Context: an optimization exercise on an open-source flow, tuned for small area, a short achievable clock period and few clock cycles. The choices shown serve that exercise and are no tape-out recipe.
At most, simulation tests tie the RTL to the original design; equivalence was not proved.
Power is estimated from default activity; no workload was simulated.

## JK
Design iono_xact, start of the top module:
module iono_xact (
    input  wire        clk,
    input  wire        rst,
    input  wire        req_valid,
    output wire        req_ready,
    input  wire [2:0]  req_op,
    input  wire        req_bank,
    input  wire [6:0]  req_cmd,
    input  wire [7:0]  req_reg,
    input  wire [7:0]  req_data,
    output reg         rsp_valid,
    output reg         rsp_ok,
    output reg  [7:0]  rsp_value,
    output wire        ex_valid,
    input  wire        ex_ready,
    output wire [1:0]  ex_cs,
    output wire [23:0] ex_tx,
    input  wire        ex_rvalid,
    input  wire [23:0] ex_rx,
    output reg  [1:0]  in_err,
    output reg  [1:0]  out_err,
    output reg  [1:0]  clr_pending,
    output reg  [7:0]  in_inputs0,
    output reg  [7:0]  in_inputs1
);
    localparam [2:0] OP_IN_READ   = 3'd0;
    localparam [2:0] OP_IN_WRITE  = 3'd1;
    localparam [2:0] OP_OUT_READ  = 3'd2;
    localparam [2:0] OP_OUT_WRITE = 3'd3;
    localparam [2:0] OP_OUT_CFG   = 3'd4;
    localparam [2:0] OP_CLEAR     = 3'd5;
  ...
Size in the first run: ~570 cells after synthesis, about 66 flip-flops, roughly 5500 µm² of cells after synthesis.
clock: 5.0 ns
lec_check: 0
abc_clock_period_in_ps: 2500
cap_margin: 20
core_margin: 2
core_utilization: 40
setup_slack_margin: 2.3
slew_margin: 20
run.sh (not shown) runs the stock make flow with config.mk's settings and CLKGATE_MAP_FILE= SYNTH_SCRIPT=/design/flow/synth_recipe.tcl, a recipe that flattens the netlist after the stock synthesis.
Input changes introduced in MS (baseline for comparison: JK):
# JK
export LEC_CHECK = 0
export ABC_CLOCK_PERIOD_IN_PS = 2500
export CAP_MARGIN = 20
export CORE_MARGIN = 2
export CORE_UTILIZATION = 40
export SETUP_SLACK_MARGIN = 2.3
export SLEW_MARGIN = 20
create_clock -name core_clock -period 5.0 [get_ports {clk}]
# MS
export LEC_CHECK = 0
export CAP_MARGIN = 20
export CORE_MARGIN = 2
export CORE_UTILIZATION = 40
export SLEW_MARGIN = 20
create_clock -name core_clock -period 5.0 [get_ports {clk}]
### Flow results
- MS and JK ended up with nearly the same register cell area after layout.
- | final critical path time including I/O delays and setup | MS vs JK | 870 ps higher |
- Lower growth of design area from synthesis to finish was reported by MS, not JK.
- JK -> MS: post-route cell area decreased by more than 10%
- Diff JK..MS | tightest hold margin | negligible
- From JK to MS the numbers moved as follows: power share of the combinational group lower; part of the cycle the worst path needs now larger.
- Via count: MS and JK compared, lower one is MS
- On wire length after detailed routing: between MS and JK, it ends up lower for MS.
- Of MS and JK, the run reporting the higher global-route wire length before repair was JK.
- The minimum setup slack in the final design reported for MS is smaller than that of JK by 870 ps.
Function was not checked in any run of this note: the RTL went through the layout flow alone.

* * *

Setup of v10:
Another version of the RTL of iono_xact (not shown whole).
Size in the first run: about 120 I/O pins, ~5400 sq um of cells after synthesis.
// iono_xact
module iono_xact (
    input  wire        clk,
    input  wire        rst,
    input  wire        req_valid,
    output wire        req_ready,
    input  wire [2:0]  req_op,
    input  wire        req_bank,
    input  wire [6:0]  req_cmd,
    input  wire [7:0]  req_reg,
    input  wire [7:0]  req_data,
    output wire        rsp_valid,
    output wire        rsp_ok,
    output reg  [7:0]  rsp_value,
    output wire        ex_valid,
    input  wire        ex_ready,
    output wire [1:0]  ex_cs,
    output wire [23:0] ex_tx,
    input  wire        ex_rvalid,
    input  wire [23:0] ex_rx,
    output wire [1:0]  in_err,
    output wire [1:0]  out_err,
    output wire [1:0]  clr_pending,
    output wire [7:0]  in_inputs0,
    output wire [7:0]  in_inputs1
);
export LEC_CHECK = 0
export CAP_MARGIN = 20
export CORE_MARGIN = 2
export CORE_UTILIZATION = 40
export SLEW_MARGIN = 20
create_clock -name core_clock -period 5.0 [get_ports {clk}]
standard.sh (not shown) runs the stock make flow with config.mk's settings and CLKGATE_MAP_FILE= SYNTH_SCRIPT=/design/flow/synth_recipe.tcl, a recipe that flattens the netlist after the stock synthesis.
==> flow/flow/run.sh <==
#!/bin/bash
# The standard layout, with the smallest buffer on every input and output port
# (the standard flow's buffer_ports otherwise picks a larger delay buffer).
set -euo pipefail
export BUFFER_PORTS_ARGS="-buffer_cell sky130_fd_sc_hd__buf_1"
bash standard.sh > standard.log 2>&1
Testbench counts of v10, summed over its fixed seeds: cycles 10,194.
## Diff of input files: v55 against v10
==> flow/run.sh (new file) <==
#!/bin/bash
# synth_recipe.tcl (not shown) runs the flow's synth.tcl, then flattens the netlist and writes it again
# the make line also repeats each setting of config.mk as NAME=value (left out here)
make -C /OpenROAD-flow-scripts/flow DESIGN_CONFIG=/design/flow/config.mk WORK_HOME=/design/flow/orfs CLKGATE_MAP_FILE= SYNTH_SCRIPT=/design/flow/synth_recipe.tcl finish
removed: flow/flow/run.sh
removed: flow/standard.sh
--- outcome ---
- | multi-input logic area | v10 vs v55 | ≈ equal |
- In the tables for v55 and v10, worst slew margin relative to its limit reads lower with v10.
- v55 ended up with a higher power attributed to combinational cells than v10 did.
- The final layout from v55, which completed every stage, passed the timing, DRC and antenna checks at the end of the flow.
- Area: v55 vs v10 -> v55 larger
- On v55: power is 6.8% higher than what v10 gave.
- The faster design of the two is v10; v55 tops out lower.
- Summary of the comparison: clock share of power is higher in v55, relative to v10.
- Routed wire length is higher on v55
- Looking at global placement routability congestion, v55 sits above v10.
--- input diff v55..v53 ---
# v55
export LEC_CHECK = 0
export CAP_MARGIN = 20
export CORE_MARGIN = 2
export CORE_UTILIZATION = 40
export SLEW_MARGIN = 20
create_clock -name core_clock -period 5.0 [get_ports {clk}]
# v53
export LEC_CHECK = 0
export CAP_MARGIN = 20
export CORE_MARGIN = 2
export CORE_UTILIZATION = 40
export SETUP_SLACK_MARGIN = 2.6
export SLEW_MARGIN = 20
create_clock -name core_clock -period 5.0 [get_ports {clk}]
Results
Row non-clock buffer count: v53 higher / v55 lower
The fraction of layout cells with a size suffix above 1 of v53 is higher than that of v55.
Going from v55 to v53, total power +about 14%; worst path buffer plus inverter count went up.
| final worst setup slack | v53 vs v55 | better |
v53 vs v55, commonest non-fill, non-tap cell in the layout: sky130_fd_sc_hd__buf_4 vs sky130_fd_sc_hd__clkdlybuf4s50_1

* * *

oak:
Another version of the RTL of iono_xact (not shown whole).
Size: roughly 560 cells after synthesis, roughly 88 flip-flops, roughly 120 I/O pins.
==> flow/config.mk <==
export PLATFORM = sky130hd
export DESIGN_NAME = iono_xact
export DESIGN_NICKNAME = iono_xact
export VERILOG_FILES = /design/flow/design.v
export SDC_FILE = /design/flow/constraint.sdc
export NUM_CORES = 4
export LEC_CHECK = 0
export CAP_MARGIN = 20
export CORE_MARGIN = 2
export CORE_UTILIZATION = 40
export CTS_BUF_LIST = sky130_fd_sc_hd__clkbuf_8
export SETUP_SLACK_MARGIN = 2.4
export SLEW_MARGIN = 20
==> flow/constraint.sdc <==
create_clock -name core_clock -period 5.0 [get_ports {clk}]
set_input_delay 1.0000 -clock core_clock [delete_from_list [all_inputs] [get_ports {clk}]]
set_output_delay 1.0000 -clock core_clock [all_outputs]
set_load 0.01 [all_outputs]
==> flow/flow/run.sh <==
#!/bin/bash
# The standard layout, with two changes to how it is made:
# - the smallest buffer on every input and output port (the standard flow's
#   buffer_ports otherwise picks a larger delay buffer);
# - synthesis does not map to the 3-input XOR/XNOR cells (slow on the CRC trees).
set -euo pipefail
export BUFFER_PORTS_ARGS="-buffer_cell sky130_fd_sc_hd__buf_1"
cd "$(dirname "$0")/.."
plat=$(make -s --no-print-directory -C "$FLOW_HOME" DESIGN_CONFIG="$PWD/config.mk" WORK_HOME="$PWD/orfs" print-DONT_USE_CELLS | sed -n 's/^DONT_USE_CELLS: //p')
extra="sky130_fd_sc_hd__xor3_1 sky130_fd_sc_hd__xor3_2 sky130_fd_sc_hd__xor3_4 sky130_fd_sc_hd__xnor3_1 sky130_fd_sc_hd__xnor3_2 sky130_fd_sc_hd__xnor3_4"
echo "DONT_USE_CELLS: $plat $extra" > dont_use.log
bash standard.sh DONT_USE_CELLS="$plat $extra" finish > standard.log 2>&1
oak finished every step from synthesis to the final layout, and the layout passed the timing, DRC and antenna checks.
Testbench counts of oak, summed over its fixed seeds: cycles 10,194.
Here is what was changed in the inputs of pine compared with oak.
Settings: ABC_AREA newly set to 1; ABC_CLOCK_PERIOD_IN_PS newly set to 2000; CTS_BUF_LIST removed (was sky130_fd_sc_hd__clkbuf_8).
Results
Tap cell instance count of pine exceeds that of oak by more than a quarter. Top fanout value on the critical path in pine is 1 lower than in oak. Setup WNS oak -> pine: better. [compare] base=oak new=pine: average wire per standard cell -about 14%; data required time of the critical path +1.16 ns. Placement-stage cell area grows by more than 10% when moving from oak to pine. Number of buffer and inverter instances along the worst setup path for pine: 2 up relative to oak. Commonest non-fill, non-tap cell in the layout: sky130_fd_sc_hd__buf_1 -> oak, sky130_fd_sc_hd__nand2_1 -> pine.
For birch, these inputs were changed with respect to pine:
Settings: ABC_AREA removed (was 1); ABC_CLOCK_PERIOD_IN_PS removed (was 2000); SETUP_SLACK_MARGIN changed from 2.4 to 2.6.
Results
birch reached the final stage; the timing, DRC and antenna checks on its layout passed.
Detailed route wirelength on metal2 in birch is 2200 um below pine.
birch: number of ordinary inverters in the final layout is 138 lower than what pine reported.
Placer congestion estimate sits lower in birch than in pine.
Comparing final critical-path share of the clock period for pine and birch, the bigger number came from pine.
Compared with pine, birch improves pre-CTS setup slack.
Global-route wire length before repair down about 30% in birch wrt pine
Going from pine to birch, met1 layer wirelength in the final routing decreased by 36% relative to the old numbers; power after layout decreased by 0.086 mW relative to the old numbers; leakage power figure decreased by 1.7 nW relative to the old numbers; total of clock buffers placed in the layout decreased by 2 relative to the old numbers.
Overall global routing resource usage: pine and birch compared, lower one is birch

* * *

RTL: one of the versions met above, not the one the previous note started from.
Size in the first run: ~570 cells after synthesis, roughly 66 flip-flops, ~0.0055 mm² of cells after synthesis.
export LEC_CHECK = 0
export ABC_CLOCK_PERIOD_IN_PS = 1000
export CAP_MARGIN = 20
export CORE_MARGIN = 2
export CORE_UTILIZATION = 40
export SETUP_SLACK_MARGIN = 2.5
export SLEW_MARGIN = 20
create_clock -name core_clock -period 5.0 [get_ports {clk}]
run.sh (not shown) runs the stock make flow with config.mk's settings and CLKGATE_MAP_FILE= SYNTH_SCRIPT=/design/flow/synth_recipe.tcl, a recipe that flattens the netlist after the stock synthesis.
Stock flow here: none of the scripts above is used.
Edit:
ABC_CLOCK_PERIOD_IN_PS = 1500   (was 1000)
SETUP_SLACK_MARGIN = 1.5   (was 2.5)
=> Clock-buffer cell count is higher by 3; design area is lower by 4.7%; first-iteration DRC count is lower by 21%; global-route usage is lower by 0.80 points; critical path depth is lower by 1; die area stays the same; hold slack stays flat.
Function was not checked in any run of this note: the RTL went through the layout flow alone.

-- what the ideal ports hide --
How much do the figures lean on ideal ports? The routed layouts below were timed once more, with nothing changed but the port constraints.
Step 1, drivers: a clkbuf_16 drives clk and a buf_2 each remaining input, both assumed.
Step 2 also shifts input and output timing later by t, the mid clock arrival at the registers, as if the neighbouring blocks saw the same clock.
Slacks: ideal ports / drivers / drivers and shift; pairs: ideal ports / drivers.
run	t, ns	setup WS [ns]	worst setup path at the end	worst slew at a driven data input, ns
JK	0.381	1.467 / 1.460 / 1.079	input to register	0.07
MS	0.364	0.592 / 0.597 / 0.233	input to register	0.06
v10	0.374	1.267 / 1.272 / 0.897	input to register	0.04
v55	0.380	1.082 / 1.100 / 0.720	input to register	0.04
v53	0.381	1.883 / 1.855 / 1.475	input to register	0.12
oak	0.403	2.426 / 2.393 / 2.141	input to register	0.06
pine	0.376	2.488 / 2.457 / 2.124	input to register	0.04
birch	0.379	2.539 / 2.502 / 2.266	input to register	0.07
the first run of note 4	0.379	1.453 / 1.438 / 1.059	input to register	0.07
the second run of note 4	0.377	1.317 / 1.317 / 0.940	input to register	0.06
After both steps setup and hold are still met in every run listed. For v53, which loses most, drivers alone change the setup slack by -0.028 ns; drivers and shift together by -0.408 ns.
